Source: an optimization exercise on an open RTL-to-GDS flow (aim: small area, a short achievable clock period and few clock cycles per item). Production flows keep margins and buffers that such runs may drop.
RTL that was checked went through simulation tests only; none was proved equivalent to the original.
Function not checked in runs 2 and 3: the RTL went through the layout flow alone.
Power is estimated from default activity; no workload was simulated.

### flow/flow/run.sh
#!/bin/bash
# The standard layout, with the port buffers placed as the smallest buffer
# cell (the resizer sizes them up where timing needs it).
set -euo pipefail
export BUFFER_PORTS_ARGS="-buffer_cell sky130_fd_sc_hd__buf_1"
bash standard.sh > standard.log 2>&1
### flow/standard.sh
#!/bin/bash
# synth_recipe.tcl (not shown) runs the flow's synth.tcl, then flattens the netlist and writes it again
# the make line also repeats each setting of config.mk as NAME=value (left out here)
make -C /OpenROAD-flow-scripts/flow DESIGN_CONFIG=/design/flow/config.mk WORK_HOME=/design/flow/orfs CLKGATE_MAP_FILE= SYNTH_SCRIPT=/design/flow/synth_recipe.tcl "${@:-finish}"
### flow/config.mk
export PLATFORM = sky130hd
export DESIGN_NAME = tsq_decoder
export DESIGN_NICKNAME = tsq_decoder
export VERILOG_FILES = /design/flow/design.v
export SDC_FILE = /design/flow/constraint.sdc
export NUM_CORES = 4
export LEC_CHECK = 0
export CAP_MARGIN = 20
export CORE_MARGIN = 2
export CORE_UTILIZATION = 60
export CTS_BUF_LIST = sky130_fd_sc_hd__clkbuf_8
export CTS_CLUSTER_DIAMETER = 50
export CTS_CLUSTER_SIZE = 14
export SETUP_SLACK_MARGIN = 4.8
export SLEW_MARGIN = 20
### flow/constraint.sdc
create_clock -name core_clock -period 7.5 [get_ports {clk}]
set_input_delay 1.5000 -clock core_clock [delete_from_list [all_inputs] [get_ports {clk}]]
set_output_delay 1.5000 -clock core_clock [all_outputs]
set_load 0.01 [all_outputs]
### flow/design.v
module tsq_decoder (
    input  wire        clk,
    input  wire        rst,           
    input  wire        start,         
    input  wire        ext,           
    input  wire [22:0] in_size,       
    output wire        idle,
    input  wire        in_valid,
    input  wire [7:0]  in_data,
    output wire        in_ready,
    output wire        mem_re,
    output wire [17:0] mem_raddr,
    input  wire [7:0]  mem_rdata,     
    output wire        mem_we,
    output wire [17:0] mem_waddr,
    output wire [7:0]  mem_wdata,
    output wire        done,          
    output wire [3:0]  status,
    output wire [18:0] out_size
);
    localparam [22:0] OUTPUT_SIZE = 23'd327680;
    localparam [2:0] ST_OK       = 3'd0;
    localparam [2:0] ERR_SIZE    = 3'd2;
    localparam [2:0] ERR_INSIZE  = 3'd3;
    localparam [2:0] ERR_UNDERRUN= 3'd4;
    localparam [2:0] ERR_OFFSET  = 3'd5;
    localparam [2:0] ERR_OVERLAP = 3'd6;
    localparam [2:0] ERR_OVERRUN = 3'd7;
    localparam B_IDLE = 0,
               B_HDR  = 1,    
               B_WAIT = 2,    
               B_GHDR = 3,    
               B_LIT  = 4,    
               B_OFF0 = 5,
               B_OFF1 = 6,
               B_VAL  = 7,    
               B_FIN  = 8,    
               B_DONE = 9,
               B_CHK  = 10;   
    localparam [10:0] P_IDLE = 11'd1 << B_IDLE,
                      P_CHK  = 11'd1 << B_CHK,
                      P_HDR  = 11'd1 << B_HDR,
                      P_WAIT = 11'd1 << B_WAIT,
                      P_GHDR = 11'd1 << B_GHDR,
                      P_LIT  = 11'd1 << B_LIT,
                      P_OFF0 = 11'd1 << B_OFF0,
                      P_OFF1 = 11'd1 << B_OFF1,
                      P_VAL  = 11'd1 << B_VAL,
                      P_FIN  = 11'd1 << B_FIN,
                      P_DONE = 11'd1 << B_DONE;
    localparam [2:0] I_GHDR = 3'd0,
                     I_LIT  = 3'd1,
                     I_REF  = 3'd2,
                     I_FIN  = 3'd3,
                     I_ERR  = 3'd4;
    reg [10:0] ps;
    reg        r_bad;          
    reg [4:0]  cnt;            
    reg [2:0]  st;
    reg        r_ext;
    reg        d_en;           
    reg        h_pend;         
    reg [18:0] irem;           
    reg        first;          
    reg [18:0] orem;           
    reg        orem_z;         
    reg [18:0] pj;             
    reg [17:0] anchor;
    reg [7:0]  ctrl;
    reg [7:0]  sz0, sz1, sz2, sz3;
    reg        ex;             
    reg        par;            
    reg [2:0]  kn;             
    reg        s_c;            
    reg [6:0]  s_len;          
    reg        n_v;
    reg [2:0]  n_kind;
    reg [6:0]  n_len;          
    reg        n_ovr;
    reg        n_held;         
    reg [7:0]  off_lo, off_hi;
    reg        lo_gt, lo_z, lo_lt;
    reg        v_eoff, v_eovl, v_small;
    reg        e_act;
    reg        e_last;
    reg [17:0] e_src;
    reg [6:0]  e_len;          
    reg        rd_pend;        
    reg        we_r;
    reg [7:0]  wdata;
    reg [17:0] wj;
    function [6:0] dec_len(input c, input [3:0] nib, input e);
        dec_len = (!c && e && nib <= 4'd2) ? (7'd32 + {1'b0, nib[1:0], 4'd0})
                                           : ({3'd0, nib} + 7'd1);
    endfunction
    wire       kn_c = ctrl[3'd7 - kn];
    reg  [7:0] kn_szb;
    always @(*) begin
        case (kn[2:1])
        2'd0: kn_szb = sz0;
        2'd1: kn_szb = sz1;
        2'd2: kn_szb = sz2;
        default: kn_szb = sz3;
        endcase
    end
    wire [3:0] kn_nib = kn[0] ? kn_szb[3:0] : kn_szb[7:4];
    reg  lit_rdy;              
    reg  rdy;                  
    wire take     = rdy && in_valid;
    wire lit_take = ps[B_LIT] && lit_rdy && in_valid;
    wire last     = (cnt == 5'd0);
    assign idle      = ps[B_IDLE];
    assign in_ready  = rdy;
    assign mem_re    = e_act;
    assign mem_raddr = e_src;
    assign mem_we    = we_r;
    assign mem_waddr = wj;
    assign mem_wdata = wdata;
    assign done      = ps[B_DONE];
    assign status    = {1'b0, st};
    assign out_size  = pj;             
    wire [15:0] off   = {off_hi, off_lo};
    wire [18:0] diff  = {1'b0, anchor} - {3'd0, off};
    wire v_err   = v_eoff || v_eovl || n_ovr;
    wire v_acc   = v_small ? (!e_act && !rd_pend) : (!e_act || e_last);
    wire v_go    = ps[B_VAL] && !v_err && v_acc;
    wire irem_small = (irem[18:5] == 14'd0);
    wire grp_uf     = irem_small && (irem[4:0] < (first ? 5'd8 : 5'd5));
    wire lit_uf     = irem_small && (irem[4:0] < s_len[4:0]);
    wire ref_uf     = irem_small && (irem[4:0] < 5'd2);
    wire sym_ovr    = (orem[18:7] == 12'd0) && (orem[6:0] < s_len);
    wire [18:0] idec = ex ? (first ? 19'd8 : 19'd5) : (s_c ? {12'd0, s_len} : 19'd2);
    wire d_go    = d_en && !n_v && !h_pend;
    wire d_sym   = d_go && !ex && !orem_z;
    wire c_end = ps[B_WAIT] || v_go ||
                 ((ps[B_GHDR] || ps[B_LIT] || ps[B_HDR]) && take && last);
    wire kill = ps[B_DONE];
    wire [18:0] orem_nx = orem - {12'd0, s_len};
    wire size_err = (in_data[7:3] != 5'd0 ||
                     (in_data[2] && (in_data[1:0] != 2'd0 || orem[15:0] != 16'd0)));
    reg [10:0] ps_nx;
    always @(*) begin
        ps_nx = ps;
        case (1'b1)
        ps[B_IDLE]: if (start) ps_nx = P_CHK;
        ps[B_CHK]:  ps_nx = r_bad ? P_DONE : P_HDR;
        ps[B_OFF0]: if (take) ps_nx = P_OFF1;
        ps[B_OFF1]: if (take) ps_nx = P_VAL;
        ps[B_VAL]:  if (v_err) ps_nx = P_DONE;
        ps[B_FIN]:  if (!e_act) ps_nx = P_DONE;
        ps[B_DONE]: ps_nx = P_IDLE;
        default: ;
        endcase
        if (c_end) begin
            if (!n_v || n_held) ps_nx = P_WAIT;
            else begin
                case (n_kind)
                I_GHDR:  ps_nx = P_GHDR;
                I_LIT:   ps_nx = P_LIT;
                I_REF:   ps_nx = P_OFF0;
                I_FIN:   ps_nx = P_FIN;
                default: ps_nx = P_DONE;
                endcase
            end
        end
        if (ps[B_HDR] && take && last && size_err) ps_nx = P_DONE;
        if (rst) ps_nx = P_IDLE;
    end
    always @(posedge clk) begin
        begin
            ps      <= ps_nx;
            rdy     <= ps_nx[B_HDR] || ps_nx[B_GHDR] || ps_nx[B_OFF0] || ps_nx[B_OFF1] ||
                       (ps_nx[B_LIT] && !e_act && !v_go);
            we_r    <= !kill && (rd_pend || lit_take);
            rd_pend <= !kill && e_act;
            lit_rdy <= !e_act && !v_go;
            wdata   <= rd_pend ? mem_rdata : in_data;
            if (we_r) wj <= wj + 18'd1;
            if (v_go) begin
                n_v    <= 1'b0;
                n_held <= 1'b0;
            end
            if (v_go) begin
                e_act  <= 1'b1;
                e_src  <= diff[17:0];
                e_len  <= n_len;
                e_last <= (n_len == 7'd1);
            end else if (e_act) begin
                e_src  <= e_src + 18'd1;
                e_len  <= e_len - 7'd1;
                e_last <= (e_len == 7'd2);
                if (e_last) e_act <= 1'b0;
            end
            if (kill) e_act <= 1'b0;
            if (d_go) begin
                n_v <= 1'b1;
                if (orem_z) begin
                    n_kind <= I_FIN;
                    d_en   <= 1'b0;
                end else if (ex) begin
                    h_pend <= 1'b1;
                    first  <= 1'b0;
                    if (grp_uf) begin
                        n_kind <= I_ERR;
                        n_len  <= {4'd0, ERR_UNDERRUN};
                        d_en   <= 1'b0;
                    end else begin
                        n_kind <= I_GHDR;
                    end
                end else if (s_c) begin
                    if (lit_uf || sym_ovr) begin
                        n_kind <= I_ERR;
                        n_len  <= {4'd0, lit_uf ? ERR_UNDERRUN : ERR_OVERRUN};
                        d_en   <= 1'b0;
                    end else begin
                        n_kind <= I_LIT;
                        n_len  <= s_len;
                    end
                end else begin
                    if (ref_uf) begin
                        n_kind <= I_ERR;
                        n_len  <= {4'd0, ERR_UNDERRUN};
                        d_en   <= 1'b0;
                    end else begin
                        n_kind <= I_REF;
                        n_len  <= s_len;
                        n_ovr  <= sym_ovr;
                    end
                end
                irem <= irem - idec;
            end
            if (d_sym) begin
                orem   <= orem_nx;
                orem_z <= (orem_nx == 19'd0);
                pj     <= pj + {12'd0, s_len};
                if (!par) anchor <= pj[17:0];
                par    <= !par;
                kn     <= kn + 3'd1;
                ex     <= (kn == 3'd0);
                s_c    <= kn_c;
                s_len  <= dec_len(kn_c, kn_nib, r_ext);
            end
            if (take) cnt <= cnt - 5'd1;
            case (1'b1)
            ps[B_IDLE]: begin
                r_ext  <= ext;
                irem   <= in_size[18:0];
                first  <= 1'b1;
                r_bad  <= (in_size > OUTPUT_SIZE || in_size < 23'd3);
                pj     <= 19'd0;
                wj     <= 18'd0;
                ex     <= 1'b1;
                cnt    <= 5'd2;
                d_en   <= 1'b0;
                h_pend <= 1'b0;
                n_v    <= 1'b0;
                n_held <= 1'b0;
            end
            ps[B_CHK]: begin
                if (r_bad) begin
                    st <= ERR_INSIZE;
                end
            end
            ps[B_HDR]: if (take) begin
                case (cnt[1:0])
                2'd2: orem[7:0]  <= in_data;
                2'd1: orem[15:8] <= in_data;
                default: begin
                    orem[18:16] <= in_data[2:0];
                    orem_z <= (in_data[2:0] == 3'd0) && (orem[15:0] == 16'd0);
                    d_en   <= 1'b1;
                end
                endcase
            end
            ps[B_GHDR]: if (take) begin
                case (cnt[2:0])
                3'd4: ctrl <= in_data;
                3'd3: begin
                    sz0    <= in_data;
                    ex     <= 1'b0;
                    par    <= 1'b0;
                    kn     <= 3'd1;
                    h_pend <= 1'b0;
                    s_c    <= ctrl[7];
                    s_len  <= dec_len(ctrl[7], in_data[7:4], r_ext);
                end
                3'd2: sz1 <= in_data;
                3'd1: sz2 <= in_data;
                default: sz3 <= in_data;
                endcase
            end
            ps[B_OFF0]: if (take) begin
                off_lo <= in_data;
                lo_gt  <= (in_data > anchor[7:0]);
                lo_z   <= (in_data == 8'd0);
                lo_lt  <= !in_data[7] && (in_data[6:0] < n_len);
            end
            ps[B_OFF1]: if (take) begin
                off_hi  <= in_data;
                v_eoff  <= (lo_z && in_data == 8'd0) ||
                           (anchor[17:16] == 2'd0 &&
                            (in_data > anchor[15:8] || (in_data == anchor[15:8] && lo_gt)));
                v_eovl  <= (in_data == 8'd0) && lo_lt;
                v_small <= (in_data == 8'd0) && (off_lo[7:2] == 6'd0);
            end
            ps[B_VAL]: if (v_err) begin
                st <= v_eoff ? ERR_OFFSET : (v_eovl ? ERR_OVERLAP : ERR_OVERRUN);
                pj <= 19'd0;
            end
            ps[B_FIN]: if (!e_act) begin
                st <= ST_OK;
            end
            default: ;
            endcase
            if (c_end) begin
                if (n_v && !n_held) begin
                    n_v <= 1'b0;
                    case (n_kind)
                    I_GHDR: cnt <= 5'd4;
                    I_LIT:  cnt <= n_len[4:0] - 5'd1;
                    I_REF:  begin n_v <= 1'b1; n_held <= 1'b1; end
                    I_FIN:  ;
                    default: begin st <= n_len[2:0]; pj <= 19'd0; end
                    endcase
                end
            end
            if (ps[B_HDR] && take && last && size_err) begin
                st   <= ERR_SIZE;
                d_en <= 1'b0;
            end
        end
        if (rst) begin
            e_act   <= 1'b0;
            rd_pend <= 1'b0;
            we_r    <= 1'b0;
        end
    end
endmodule
==> summary.txt, run 1 <==
Critical R2R Capture=irem[10]; sequential cell area=6350 um2; Ys Warns=1; DR WL/cell=19.0 um; Peak VDD IR=0.177 mV; CTS Buffer Depth=3; Syn Area/Cell=9.81 um2; first-pass GRT wire length=55.4 mm; Comb power frac=6.7%; via/cell ratio=5.97; Antenna Cells=0; Worst Setup Path Type=register to primary output; Starting Density=61.5%; post-synthesis net count=1504; remaining antenna violation count=0; post-synthesis adder-cell area fraction=8.41%; CP arrival=1.21 ns; Boundary Pins=116; Synth async-reset ratio=0%; P_sw=667 uW; Final Max Tran Viols=0; DRC Markers=0; Post-Syn Instances=1372; Final Hold Fails=0; CTS tree=built; ys flop type=edfxtp_1; Finish-stage setup viols=0; P_int=1.94 mW; Die ar.=23600 um2; Syn-to-layout area delta=17.1%; crit-path cells=buf_1; FP Rows=54; EDFF count, synth=138; Max-cap violations=0; layout cells sized above 1=16.2%; gr usage total=29.0%; final instance area=15800 um2; Post-CTS Hold Fix Bufs=0; Worst path max stage delay=0.45 ns; Clock Skew=0.0172 ns; initial antenna violation count=0; fin crit period=2.71 ns; I/O Buffers=114; pwr dens=165 nW/um2; CTS HTree Levels=1; clock-pin slew on the worst setup and hold paths=0.09 ns; Placed Area=14300 um2; cell area after synthesis=13500 um2; largest net degree at the start of global routing=31; Final nets=1669; Compound-Gate Fraction of Synth Area=13.7%; total design power=2.60 mW; Hold Startpoint=pj[12]; status=finished clean; DR vias=11000; Hold Crit Class=register to register; worst path bufs/invs=1; fmax=0.369 GHz; synthesis-stage register bit count=245; RR Startpoint=s_c; Detailed Routing Iterations Pass 1=5; dpl hpwl=24.0 mm; distinct cell type count after synthesis=87; core area=21900 um2; setup_tns=0 ns; Crit Path Max Fanout=4; vias in the first global route=10600; crit path capture type=primary output; clock group share of total power=37.9%; Hold Path Depth=0; Max-slew headroom=42.3%; WL final=35.0 mm; main combinational cell family by area after synthesis=simple AND/OR/NAND/NOR gates; most frequent cells in the layout=edfxtp_1 (138), nand2_1 (131), nor2_1 (127), buf_1 (107), inv_1 (88); Seq/Total Area, Yosys=46.7%; Non-Filler Instances=1839; Layout fillers=1708; R2R setup slack=4.85 ns; worst slew pin tran=0.863 ns; CTS root buffer=clkbuf_8; CP max stage cell=dfxtp_1; most common cell after layout, fill and taps aside=edfxtp_1; CTS sink cnt=245; Inserted Clock Buffers=29; post-synthesis mux area share=1.95%; Horiz. Die Dim=154 um; grt total ovfl=0; Final period util=36.2%; RSZ-0062 raised after global routing=true; sw frac=25.6%; gp weighted congestion=0.923; Worst Hold End=anchor[12]; Leakage=6.09 nW; Multi-input gate area=7050 um2; crit start category=register; R2R depth=12; sequential power share=55.4%; Simple-Gate Fraction of Synth Area=18.8%; chip height=154 um; dpl cells=1733; later-pin clock latency in the skew report=0.58 ns; cell family with most CP delay=flip-flops; DR iter-0 viols=716; xor-xnor portion of the synthesized cell area=6.44%; required time worst endpoint=6.00 ns
==> power by group through the flow <==
stage	Sequential, mW	Combinational (mW)	Clock [mW]
after floorplan	1.47	0.0874	0
after global placement	1.47	0.135	0
after detailed placement	1.48	0.138	0
after CTS	1.44	0.153	1.00
after global routing	1.45	0.190	1.05
final	1.44	0.173	0.987
==> cell families (layout without fill, tap and decap cells) <==
logic type | after synthesis | after routing
compound gates | 279 | 280
other cells | 1 | 1
xor+xnor | 99 | 99
flops | 245 | 245
buf+inv | 132 | 318
fa+ha+maj | 88 | 88
simple gates | 510 | 510
mux | 18 | 18
==> synth_stat cells, types with 13 or more instances <==
master / number / area [um2]
a21o_1: 20 / 150
a21oi_1: 64 / 320
nor2b_1: 16 / 100
nand2b_1: 14 / 87.6
edfxtp_1: 138 / 4140
clkbuf_1: 30 / 113
nand2_1: 133 / 499
o31ai_1: 17 / 128
xnor2_1: 47 / 412
nand4_1: 28 / 175
inv_1: 86 / 323
nor2_1: 132 / 495
xor2_1: 52 / 455
nor3_1: 48 / 240
ha_1: 84 / 1050
and3_1: 18 / 113
nand3_1: 35 / 175
o21ai_0: 64 / 320
a31oi_1: 16 / 100
dfxtp_1: 107 / 2140
or3_1: 13 / 81.3
==> state kept, by name, summed over array words and instances (netlist names), 11 cells and up <==
signal	count
anchor	18
e_src	18
irem	19
orem	19
pj	19
ps	11
wj	18
==> cell type report <==
type / count / area share [%]
well taps: 280 / 2.22
clock buffers: 30 / 2.62
multi-input cells: 996 / 44.8
clock inverters: 23 / 1.23
inverters: 87 / 2.20
repair buffers: 178 / 6.65
flip-flops and latches: 245 / 40.3
==> stage by stage <==
step,utilization [%],hold slack [ns],setup slack (ns)
floorplan,-,0.460,4.65
global placement,65.3,0.468,3.93
detailed placement,65.3,0.476,3.84
CTS,69.9,0.492,4.75
global route,72.0,0.500,4.72
finish,72.0,0.479,4.79
==> how the worst max path moves through the flow <==
| stage | startpoint | endpoint | slack, ns | depth (start not counted) |
|---|---|---|---|---|
| after floorplan | in_data[1] | v_eoff | 4.65 | 8 |
| after global placement | in_data[0] | v_eoff | 3.93 | 7 |
| after detailed placement | in_data[0] | rdy | 3.84 | 8 |
| after CTS | in_valid | rdy | 4.75 | 8 |
| after global routing | s_c | irem[10] | 4.72 | 12 |
| final | rdy | in_ready | 4.79 | 1 |
==> per-layer routing <==
layer / vias up / part of all wire (%) / GRT usage [%]
met1: 5311 / 43 / 38.3
met5: - / 0 / 0
met2: 314 / 50 / 51.3
met4: 0 / 2.0 / 6.73
met3: 51 / 5.2 / 3.58
li1: 5312 / - / -
==> repair_timing <==
| action | in CTS | in global routing |
|---|---|---|
| pin swaps | 3 | 23 |
| endpoints found under the hold margin | 0 | 0 |
| gates cloned | 2 | 1 |
| buffers inserted | 22 | 28 |
| gates resized for setup | 54 | 68 |
| setup endpoints to repair | 160 | 105 |
Testbench counts, summed over its fixed seeds: cycles 402,748, bytes 355,495.
==> run 2, diff against run 1 <==
--- a/flow/design.v
+++ b/flow/design.v
@@ -65,6 +65,7 @@
     reg [18:0] orem;           
     reg        orem_z;         
-    reg [18:0] pj;             
-    reg [17:0] anchor;
+    reg [18:0] pa;             
+    reg [7:0]  plen;           
+    wire [17:0] anchor = pa[17:0];
     reg [7:0]  ctrl;
     reg [7:0]  sz0, sz1, sz2, sz3;
@@ -119,5 +120,5 @@
     assign done      = ps[B_DONE];
     assign status    = {1'b0, st};
-    assign out_size  = pj;             
+    assign out_size  = pa;             
     wire [15:0] off   = {off_hi, off_lo};
     wire [18:0] diff  = {1'b0, anchor} - {3'd0, off};
@@ -196,4 +197,5 @@
                 n_v <= 1'b1;
                 if (orem_z) begin
+                    pa     <= pa + {11'd0, plen};    
                     n_kind <= I_FIN;
                     d_en   <= 1'b0;
@@ -233,6 +235,10 @@
                 orem   <= orem_nx;
                 orem_z <= (orem_nx == 19'd0);
-                pj     <= pj + {12'd0, s_len};
-                if (!par) anchor <= pj[17:0];
+                if (!par) begin
+                    pa   <= pa + {11'd0, plen};
+                    plen <= {1'b0, s_len};
+                end else begin
+                    plen <= plen + {1'b0, s_len};
+                end
                 par    <= !par;
                 kn     <= kn + 3'd1;
@@ -248,5 +254,6 @@
                 first  <= 1'b1;
                 r_bad  <= (in_size > OUTPUT_SIZE || in_size < 23'd3);
-                pj     <= 19'd0;
+                pa     <= 19'd0;
+                plen   <= 8'd0;
                 wj     <= 18'd0;
                 ex     <= 1'b1;
@@ -306,5 +313,5 @@
             ps[B_VAL]: if (v_err) begin
                 st <= v_eoff ? ERR_OFFSET : (v_eovl ? ERR_OVERLAP : ERR_OVERRUN);
-                pj <= 19'd0;
+                pa <= 19'd0;
             end
             ps[B_FIN]: if (!e_act) begin
@@ -321,5 +328,5 @@
                     I_REF:  begin n_v <= 1'b1; n_held <= 1'b1; end
                     I_FIN:  ;
-                    default: begin st <= n_len[2:0]; pj <= 19'd0; end
+                    default: begin st <= n_len[2:0]; pa <= 19'd0; end
                     endcase
                 end
--- a/flow/config.mk
+++ b/flow/config.mk
@@ -9,7 +9,6 @@
 export CORE_MARGIN = 2
 export CORE_UTILIZATION = 60
-export CTS_BUF_LIST = sky130_fd_sc_hd__clkbuf_8
-export CTS_CLUSTER_DIAMETER = 50
-export CTS_CLUSTER_SIZE = 14
+export CTS_CLUSTER_DIAMETER = 60
+export CTS_CLUSTER_SIZE = 20
 export SETUP_SLACK_MARGIN = 4.8
 export SLEW_MARGIN = 20
==> run 2 against run 1 <==
  * Still clean
  * Final cell count up 2.9%
  * Maximum frequency down 0.68%
  * Synthesized cell count up 3.9%
  * Area after synthesis about the same
  * Die area about the same
  * Worst setup slack worse by 0.018 ns
  * Cell area up 2.3%
  * Sequential cell count down 10
  * Total power up 0.68%
  * Non-clock buffer count up 18
  * Global-route usage down 0.15 points
  * Via count up 2.6%
  * Critical endpoint is now ps[9]
==> summary.txt, run 2 <==
post-synthesis net count=1566; xor-xnor portion of the synthesized cell area=6.58%; final instance area=16100 um2; Leakage=6.16 nW; Syn Area/Cell=9.43 um2; Synth async-reset ratio=0%; Final Hold Fails=0; largest net degree at the start of global routing=44; status=finished clean; required time worst endpoint=7.89 ns; dpl cells=1788; Post-Syn Instances=1426; Compound-Gate Fraction of Synth Area=14.1%; Placed Area=14300 um2; worst slew pin tran=1.09 ns; WL final=35.1 mm; grt total ovfl=0; most frequent cells in the layout=nor2_1 (135), nand2_1 (133), edfxtp_1 (120), buf_1 (112), dfxtp_1 (91); Horiz. Die Dim=154 um; Peak VDD IR=0.221 mV; Hold Startpoint=n_held; Seq/Total Area, Yosys=43.9%; cell area after synthesis=13400 um2; CTS Buffer Depth=3; Yosys top cell area share=26.8%; CTS HTree Levels=1; core area=21900 um2; EDFF count, synth=120; main combinational cell family by area after synthesis=simple AND/OR/NAND/NOR gates; RR Startpoint=orem[9]; setup_tns=0 ns; Simple-Gate Fraction of Synth Area=19.1%; Boundary Pins=116; Detailed Routing Iterations Pass 1=5; Max-slew headroom=26.5%; ys flop type=edfxtp_1; pwr dens=163 nW/um2; Critical R2R Capture=ps[9]; Final period util=36.4%; I/O Buffers=114; vias in the first global route=10600; DR iter-0 viols=805; Final Core Density=73.6%; Post-synth top cells=nor2_1 (141), nand2_1 (139), edfxtp_1 (120); sequential cell area=5960 um2; CTS sink cnt=235; Layout fillers=1653; Clock Skew=0.0135 ns; dpl hpwl=23.5 mm; Multi-input gate area=7650 um2; Ys Warns=1; Max-cap violations=0; Non-Filler Instances=1893; CP arrival=3.12 ns; CTS root buffer=clkbuf_16; top-count cell post-synth=nor2_1; via/cell ratio=5.96; Hold Crit Class=register to register; total design power=2.62 mW; Setup Slack @ Placement=3.57 ns; Final Max Tran Viols=0; FP Rows=54; most common cell after layout, fill and taps aside=nor2_1; Synth area leaders=edfxtp_1 (27%), dfxtp_1 (17%), ha_1 (8.5%), nor2_1 (3.9%), nand2_1 (3.9%); distinct cell type count after synthesis=70; final worst slack=4.77 ns; Inserted Clock Buffers=19; Worst Setup Path Type=register to register; crit path capture type=register; Die ar.=23600 um2; synthesis-stage register bit count=235; DR WL/cell=18.5 um; Worst Hold End=n_held; fin crit period=2.73 ns; clock-pin slew on the worst setup and hold paths=0.08 ns; later-pin clock latency in the skew report=0.51 ns; R2R setup slack=4.77 ns; Finish-stage setup viols=0; Final nets=1740; first-pass GRT wire length=55.0 mm; hold slack=0.502 ns; gp weighted congestion=0.918; Crit Path Max Fanout=6; fmax=0.366 GHz; DRC Markers=0; layout cells sized above 1=16.2%; post-synthesis mux area share=3.29%; Hold Path Depth=1; DR vias=11300; Yosys top cell by area=edfxtp_1; Antenna Cells=0; CTS tree=built; post-synthesis adder-cell area fraction=9.21%; chip height=154 um; R2R depth=8; Syn-to-layout area delta=19.8%; gr usage total=28.9%; remaining antenna violation count=0; crit start category=register; RSZ-0062 raised after global routing=true; Starting Density=61.4%; Regs by FF count=irem (19), orem (19), pa (19); initial antenna violation count=0
[run 2: cell count changes after synthesis, moves of 9 or more]
| cell | previous run | this run |
|---|---|---|
| nor2_1 | 132 | 141 |
| nand3_1 | 35 | 44 |
| edfxtp_1 | 138 | 120 |
| o21ai_0 | 64 | 93 |
| nand2b_1 | 14 | 23 |
| a21oi_1 | 64 | 74 |
| mux2i_1 | 6 | 15 |
| a211oi_1 | 9 | 18 |
| buf_2 | 11 | 2 |
[run 2: timing repair]
item,4_1_cts,5_1_grt
gates cloned,4,1
setup buffers,43,23
endpoints found under the setup margin,148,78
hold buffers,0,0
pin swaps,21,16
gates resized for setup,65,77
[run 2: layer usage]
metal  vias up  share of wire [%]  GRT usage (%)
li1       5506                  -              -
met3        67                5.7           3.78
met1      5327                 43           38.7
met4         0                3.3           11.8
met2       375                 48           47.7
met5         -                  0              0
[run 2: cells by family after synthesis]
kind of cell | count (synthesis)
XOR/XNOR | 101
flip-flops | 235
adder cells (fa/ha/maj) | 96
other | 1
multiplexers | 31
AO/OA/AOI/OAI | 299
AND/OR/NAND/NOR | 528
buffers and inverters | 135
[run 2: how the worst max path moves through the flow]
stage / start / to / slack [ns] / cells after the start
final: orem[9] / ps[9] / 4.77 / 8
after global routing: s_len[1] / irem[3] / 4.69 / 16
after global placement: in_valid / rdy / 3.66 / 10
after detailed placement: in_valid / rdy / 3.57 / 10
after floorplan: in_valid / pa[17] / 4.37 / 10
after CTS: in_valid / rdy / 4.75 / 10
[run 2: final cells by class]
cell class | count | share of cell area (%)
clock buffer | 20 | 2.98
clock inverter | 14 | 0.885
inverter | 89 | 2.16
multi-input combinational | 1059 | 47.4
sequential | 235 | 37.0
tap | 280 | 2.17
timing repair buffer | 196 | 7.41
[run 2: power breakdown]
group | switching, mW | total [mW] | internal (mW)
Combinational | 0.112 | 0.204 | 0.0919
Sequential | 0.0213 | 1.38 | 1.36
Clock | 0.510 | 1.03 | 0.525
[run 2: worst max-delay path, stage by stage, from the launching register on]
cell and delay [ns]:
dfxtp_1 0.35, or4_4 0.55, or4_4 0.49, o41ai_4 0.38, a41oi_4 0.17, buf_4 0.17, buf_4 0.16, a2111oi_1 0.26
nor2_1 0.08
==> run 3, diff against run 2 <==
--- a/flow/design.v
+++ b/flow/design.v
@@ -65,7 +65,6 @@
     reg [18:0] orem;           
     reg        orem_z;         
-    reg [18:0] pa;             
-    reg [7:0]  plen;           
-    wire [17:0] anchor = pa[17:0];
+    reg [18:0] pj;             
+    reg [17:0] anchor;
     reg [7:0]  ctrl;
     reg [7:0]  sz0, sz1, sz2, sz3;
@@ -79,8 +78,12 @@
     reg [6:0]  n_len;          
     reg        n_ovr;
-    reg        n_held;         
-    reg [7:0]  off_lo, off_hi;
-    reg        lo_gt, lo_z, lo_lt;
-    reg        v_eoff, v_eovl, v_small;
+    reg [6:0]  r_len;
+    reg        r_ovr;
+    reg [7:0]  off_lo;         
+    reg [9:0]  off_hi;         
+    reg        b0;             
+    reg        lo_z, lo_lt, lo_sm;
+    reg        v_eoff, v_eovl, v_ovr;
+    reg        v_chk;          
     reg        e_act;
     reg        e_last;
@@ -120,10 +123,16 @@
     assign done      = ps[B_DONE];
     assign status    = {1'b0, st};
-    assign out_size  = pa;             
-    wire [15:0] off   = {off_hi, off_lo};
-    wire [18:0] diff  = {1'b0, anchor} - {3'd0, off};
-    wire v_err   = v_eoff || v_eovl || n_ovr;
-    wire v_acc   = v_small ? (!e_act && !rd_pend) : (!e_act || e_last);
-    wire v_go    = ps[B_VAL] && !v_err && v_acc;
+    assign out_size  = pj;             
+    wire [10:0] dh    = {1'b0, anchor[17:8]} - {3'd0, in_data} - {10'd0, b0};
+    wire hi_z    = (in_data == 8'd0);
+    wire f_eoff  = (lo_z && hi_z) || dh[10];
+    wire f_eovl  = hi_z && lo_lt;
+    wire f_err   = f_eoff || f_eovl || r_ovr;
+    wire e_free  = lo_sm ? (!e_act && !rd_pend) : (!e_act || e_last);
+    wire f_go    = ps[B_OFF1] && in_valid && e_free && !(n_v && n_kind == I_ERR);
+    wire v_err   = v_eoff || v_eovl || v_ovr;
+    wire v_go    = ps[B_VAL] && !v_err && e_free;
+    wire e_go    = v_go || f_go;
+    wire v_bad   = v_chk && v_err;
     wire irem_small = (irem[18:5] == 14'd0);
     wire grp_uf     = irem_small && (irem[4:0] < (first ? 5'd8 : 5'd5));
@@ -132,7 +141,8 @@
     wire sym_ovr    = (orem[18:7] == 12'd0) && (orem[6:0] < s_len);
     wire [18:0] idec = ex ? (first ? 19'd8 : 19'd5) : (s_c ? {12'd0, s_len} : 19'd2);
-    wire d_go    = d_en && !n_v && !h_pend;
+    wire a_busy  = ps[B_OFF0] || ps[B_OFF1];
+    wire d_go    = d_en && !n_v && !h_pend && !(!ex && !par && a_busy);
     wire d_sym   = d_go && !ex && !orem_z;
-    wire c_end = ps[B_WAIT] || v_go ||
+    wire c_end = ps[B_WAIT] || v_go || f_go ||
                  ((ps[B_GHDR] || ps[B_LIT] || ps[B_HDR]) && take && last);
     wire kill = ps[B_DONE];
@@ -147,5 +157,5 @@
         ps[B_CHK]:  ps_nx = r_bad ? P_DONE : P_HDR;
         ps[B_OFF0]: if (take) ps_nx = P_OFF1;
-        ps[B_OFF1]: if (take) ps_nx = P_VAL;
+        ps[B_OFF1]: if (take && !f_go) ps_nx = P_VAL;
         ps[B_VAL]:  if (v_err) ps_nx = P_DONE;
         ps[B_FIN]:  if (!e_act) ps_nx = P_DONE;
@@ -154,5 +164,5 @@
         endcase
         if (c_end) begin
-            if (!n_v || n_held) ps_nx = P_WAIT;
+            if (!n_v) ps_nx = P_WAIT;
             else begin
                 case (n_kind)
@@ -166,4 +176,5 @@
         end
         if (ps[B_HDR] && take && last && size_err) ps_nx = P_DONE;
+        if (v_bad) ps_nx = P_DONE;
         if (rst) ps_nx = P_IDLE;
     end
@@ -171,20 +182,17 @@
         begin
             ps      <= ps_nx;
-            rdy     <= ps_nx[B_HDR] || ps_nx[B_GHDR] || ps_nx[B_OFF0] || ps_nx[B_OFF1] ||
-                       (ps_nx[B_LIT] && !e_act && !v_go);
+            rdy     <= (ps_nx[B_HDR] || ps_nx[B_GHDR] || ps_nx[B_OFF0] || ps_nx[B_OFF1] ||
+                        (ps_nx[B_LIT] && !e_act && !e_go)) && !(f_go && f_err);
+            v_chk   <= f_go;
             we_r    <= !kill && (rd_pend || lit_take);
             rd_pend <= !kill && e_act;
-            lit_rdy <= !e_act && !v_go;
+            lit_rdy <= !e_act && !e_go;
             wdata   <= rd_pend ? mem_rdata : in_data;
             if (we_r) wj <= wj + 18'd1;
-            if (v_go) begin
-                n_v    <= 1'b0;
-                n_held <= 1'b0;
-            end
-            if (v_go) begin
+            if (e_go) begin
                 e_act  <= 1'b1;
-                e_src  <= diff[17:0];
-                e_len  <= n_len;
-                e_last <= (n_len == 7'd1);
+                e_src  <= ps[B_VAL] ? {off_hi, off_lo} : {dh[9:0], off_lo};
+                e_len  <= r_len;
+                e_last <= (r_len == 7'd1);
             end else if (e_act) begin
                 e_src  <= e_src + 18'd1;
@@ -197,5 +205,4 @@
                 n_v <= 1'b1;
                 if (orem_z) begin
-                    pa     <= pa + {11'd0, plen};    
                     n_kind <= I_FIN;
                     d_en   <= 1'b0;
@@ -235,10 +242,6 @@
                 orem   <= orem_nx;
                 orem_z <= (orem_nx == 19'd0);
-                if (!par) begin
-                    pa   <= pa + {11'd0, plen};
-                    plen <= {1'b0, s_len};
-                end else begin
-                    plen <= plen + {1'b0, s_len};
-                end
+                pj     <= pj + {12'd0, s_len};
+                if (!par) anchor <= pj[17:0];
                 par    <= !par;
                 kn     <= kn + 3'd1;
@@ -254,6 +257,5 @@
                 first  <= 1'b1;
                 r_bad  <= (in_size > OUTPUT_SIZE || in_size < 23'd3);
-                pa     <= 19'd0;
-                plen   <= 8'd0;
+                pj     <= 19'd0;
                 wj     <= 18'd0;
                 ex     <= 1'b1;
@@ -262,5 +264,4 @@
                 h_pend <= 1'b0;
                 n_v    <= 1'b0;
-                n_held <= 1'b0;
             end
             ps[B_CHK]: begin
@@ -298,20 +299,14 @@
             end
             ps[B_OFF0]: if (take) begin
-                off_lo <= in_data;
-                lo_gt  <= (in_data > anchor[7:0]);
+                {b0, off_lo} <= {1'b0, anchor[7:0]} - {1'b0, in_data};
                 lo_z   <= (in_data == 8'd0);
-                lo_lt  <= !in_data[7] && (in_data[6:0] < n_len);
+                lo_lt  <= !in_data[7] && (in_data[6:0] < r_len);
+                lo_sm  <= (in_data[7:2] == 6'd0);
             end
             ps[B_OFF1]: if (take) begin
-                off_hi  <= in_data;
-                v_eoff  <= (lo_z && in_data == 8'd0) ||
-                           (anchor[17:16] == 2'd0 &&
-                            (in_data > anchor[15:8] || (in_data == anchor[15:8] && lo_gt)));
-                v_eovl  <= (in_data == 8'd0) && lo_lt;
-                v_small <= (in_data == 8'd0) && (off_lo[7:2] == 6'd0);
-            end
-            ps[B_VAL]: if (v_err) begin
-                st <= v_eoff ? ERR_OFFSET : (v_eovl ? ERR_OVERLAP : ERR_OVERRUN);
-                pa <= 19'd0;
+                off_hi <= dh[9:0];
+                v_eoff <= f_eoff;
+                v_eovl <= f_eovl;
+                v_ovr  <= r_ovr;
             end
             ps[B_FIN]: if (!e_act) begin
@@ -321,15 +316,19 @@
             endcase
             if (c_end) begin
-                if (n_v && !n_held) begin
+                if (n_v) begin
                     n_v <= 1'b0;
                     case (n_kind)
                     I_GHDR: cnt <= 5'd4;
                     I_LIT:  cnt <= n_len[4:0] - 5'd1;
-                    I_REF:  begin n_v <= 1'b1; n_held <= 1'b1; end
+                    I_REF:  begin r_len <= n_len; r_ovr <= n_ovr; end
                     I_FIN:  ;
-                    default: begin st <= n_len[2:0]; pa <= 19'd0; end
+                    default: begin st <= n_len[2:0]; pj <= 19'd0; end
                     endcase
                 end
             end
+            if ((ps[B_VAL] || v_chk) && v_err) begin
+                st <= v_eoff ? ERR_OFFSET : (v_eovl ? ERR_OVERLAP : ERR_OVERRUN);
+                pj <= 19'd0;
+            end
             if (ps[B_HDR] && take && last && size_err) begin
                 st   <= ERR_SIZE;
--- a/flow/config.mk
+++ b/flow/config.mk
@@ -9,6 +9,4 @@
 export CORE_MARGIN = 2
 export CORE_UTILIZATION = 60
-export CTS_CLUSTER_DIAMETER = 60
-export CTS_CLUSTER_SIZE = 20
-export SETUP_SLACK_MARGIN = 4.8
+export SETUP_SLACK_MARGIN = 4.6
 export SLEW_MARGIN = 20
==> run 3 against run 2 <==
  * Hold slack worse by 0.084 ns
  * Maximum frequency decreased by 20%
  * Global-route usage decreased by 1.0 points
  * First-iteration DRC count is 9.8% higher
  * Worst setup slack lost 0.68 ns
  * Sequential share of layout area up 3.9 points
  * Combinational power is about 20% higher
  * Critical endpoint is now e_src[15]
  * Synthesized cell count fell by 4.3%
  * Utilization down 1.4 points
  * Largest cell class unchanged
==> summary.txt, run 3 <==
ys flop type=edfxtp_1; chip height=155 um; Seq/Total Area, Yosys=48.7%; Crit Path Max Fanout=2; Post-Syn Instances=1364; later-pin clock latency in the skew report=0.54 ns; Peak VDD IR=0.211 mV; CTS root buffer=clkbuf_16; Antenna Cells=0; Layout fillers=1708; Regs by FF count=irem (19), orem (19), pj (19); EDFF count, synth=149; R2R depth=8; Final Max Tran Viols=0; Boundary Pins=116; Compound-Gate Fraction of Synth Area=12.2%; Die ar.=23900 um2; Final nets=1644; largest net degree at the start of global routing=56; post-synthesis mux area share=2.72%; Synth area leaders=edfxtp_1 (33%), dfxtp_1 (16%), ha_1 (6.8%), nor2_1 (3.9%), nand2_1 (3.5%); crit start category=input pin; main combinational cell family by area after synthesis=simple AND/OR/NAND/NOR gates; RSZ-0062 raised after global routing=true; gp weighted congestion=0.933; DR iter-0 viols=884; Yosys top cell area share=32.9%; clock-pin slew on the worst setup and hold paths=0.07 ns; required time worst endpoint=7.79 ns; dpl hpwl=22.7 mm; synthesis-stage register bit count=256; dpl cells=1734; Final Hold Fails=0; Worst Hold End=r_len[6]; Detailed Routing Iterations Pass 1=6; Clock Skew=0.0157 ns; sequential cell area=6630 um2; pwr dens=197 nW/um2; status=finished clean; Yosys top cell by area=edfxtp_1; vias in the first global route=9925; remaining antenna violation count=0; gr usage total=27.8%; CP arrival=3.70 ns; core area=22400 um2; Starting Density=60.6%; cell area after synthesis=13600 um2; most common cell after layout, fill and taps aside=edfxtp_1; CTS Buffer Depth=3; Non-Filler Instances=1825; CP max stage cell=or4b_4; CTS sink cnt=256; Syn Area/Cell=9.97 um2; grt total ovfl=0; crit path capture type=register; most frequent cells in the layout=edfxtp_1 (149), nor2_1 (136), nand2_1 (124), buf_1 (113), dfxtp_1 (101); via/cell ratio=5.82; DRC Markers=0; total design power=3.19 mW; first-pass GRT wire length=52.8 mm; Ys Warns=1; post-synthesis net count=1488; Hold Startpoint=n_len[6]; most frequent CP cell=a21oi_2; fin crit period=3.41 ns; fmax=0.293 GHz; Finish-stage setup viols=0; Hold Crit Class=register to register; FP Rows=55; setup_tns=0 ns; post-synthesis adder-cell area fraction=7.70%; initial antenna violation count=1; Worst Setup Path Type=input pin to register; Synth async-reset ratio=0%; Simple-Gate Fraction of Synth Area=18.1%; cell family with most CP delay=simple AND/OR/NAND/NOR gates; Syn-to-layout area delta=19.3%; I/O Buffers=114; Horiz. Die Dim=155 um; worst path bufs/invs=3; WL final=34.2 mm; xor-xnor portion of the synthesized cell area=6.77%; R2R setup slack=4.65 ns; DR WL/cell=18.7 um; Inserted Clock Buffers=27; distinct cell type count after synthesis=78; top-count cell post-synth=edfxtp_1; crit-path cells=buf_1, buf_6, inv_8, fa_2, ha_4, nand2_2, nand3b_1, a21oi_2, o21bai_1, a21o_1, a21oi_2, or4b_4, and3_4; DR vias=10600; worst slew pin tran=0.966 ns; Final period util=45.5%; Max-cap violations=0; Hold Path Depth=0; layout cells sized above 1=14.2%; Leakage=6.12 nW; RR Startpoint=rd_pend; CTS HTree Levels=1; Multi-input gate area=6980 um2; Worst path max stage delay=0.51 ns; Max-slew headroom=35.6%; Post-synth top cells=edfxtp_1 (149), nor2_1 (141), nand2_1 (127); CTS tree=built; Critical R2R Capture=rdy
==> run 3: cell families (layout without fill, tap and decap cells) <==
kind of cell    Yosys count  after routing
simple gates            497            497
compound gates          273            273
flops                   256            256
buf+inv                 128            304
xor+xnor                105            105
fa+ha+maj                80             80
mux                      24             24
other cells               1              1
==> run 3: through the flow <==
step / util, % / area (um2) / setup WS, ns / hold WS [ns]
floorplan: - / 13900 / 3.91 / 0.400
global placement: 64.7 / 14500 / 3.16 / 0.404
detailed placement: 64.7 / 14500 / 3.10 / 0.405
CTS: 70.7 / 15900 / 4.14 / 0.419
global route: 72.3 / 16200 / 4.06 / 0.435
finish: 72.3 / 16200 / 4.09 / 0.418
==> run 3: power by group <==
part	internal [mW]	switching, mW	leakage, nW
logic	0.109	0.136	3.42
clock network	0.859	0.553	0.461
registers	1.51	0.0230	2.24
==> run 3: how the worst max path moves through the flow <==
stage | start | to | depth (start not counted)
floorplan | in_data[0] | e_src[15] | 11
global placement | in_data[1] | e_src[15] | 11
detailed placement | in_data[1] | e_src[15] | 11
CTS | in_data[0] | e_src[15] | 13
global route | in_data[0] | e_src[15] | 13
finish | in_data[0] | e_src[15] | 13
==> run 3: repair_timing <==
| item | in CTS | in global routing |
|---|---|---|
| endpoints found under the hold margin | 0 | 0 |
| hold buffers | 0 | 0 |
| pin swaps | 26 | 32 |
| setup endpoints to repair | 114 | 164 |
| buffers inserted | 24 | 16 |
| cloned | 1 | 1 |
| gates resized for setup | 45 | 53 |
==> run 3: worst register-to-register path, delay by kind of cell (launching register included) <==
kind | cells | cell delay (ns)
compound gates | 6 | 1.77
simple gates | 1 | 0.08
buf+inv | 1 | 0.15
flops | 1 | 0.73
==> run 3: area by class of cell <==
type	instances	area share, %
Clock inverter	11	0.988
Sequential cell	256	40.9
Inverter	85	2.11
Tap cell	285	2.20
Timing Repair inverter	1	0.0540
Timing Repair Buffer	169	5.88
Clock buffer	38	4.80
Multi-Input combinational cell	980	43.1
==> run 3: layer usage <==
layer  part of all wire [%]  routed length, um  track usage, %
met2                     48              16300            46.3
met1                     44              15000            38.2
met5                      0                  0               0
met3                    6.0               2050            4.26
met4                    2.6                906            8.16

## what the ideal ports hide
The results above use ideal ports. As a check the final layouts listed here were re-extracted and re-timed, cells and wires unchanged.
Step 1, drivers: a clkbuf_16 drives clk and a buf_2 each remaining input, both assumed.
Step 2 moves the port delays by t, midway between the first and last clock arrival at a register: inputs arrive t later, outputs are due t later. That takes back most of the time a late clock gives input paths.
a / b / c = ideal ports / drivers / drivers and shift; a / b = the first two.
| run | t, ns | setup WS [ns] | hold slack, ns | worst setup path after step 2 | latest minus earliest clock arrival (ns) |
|---|---|---|---|---|---|
| run 1 | 0.614 | 4.788 / 4.745 / 4.218 | 0.479 / 0.479 / 0.479 | input to register | 0.019 / 0.020 |
| run 2 | 0.556 | 4.770 / 4.770 / 4.251 | 0.502 / 0.502 / 0.502 | input to register | 0.014 / 0.014 |
| run 3 | 0.579 | 4.086 / 4.114 / 3.535 | 0.418 / 0.418 / 0.418 | input to register | 0.017 / 0.017 |
After both steps setup and hold are still met in every run listed. For run 1, which loses most, drivers alone change the setup slack by -0.043 ns; drivers and shift together by -0.570 ns.
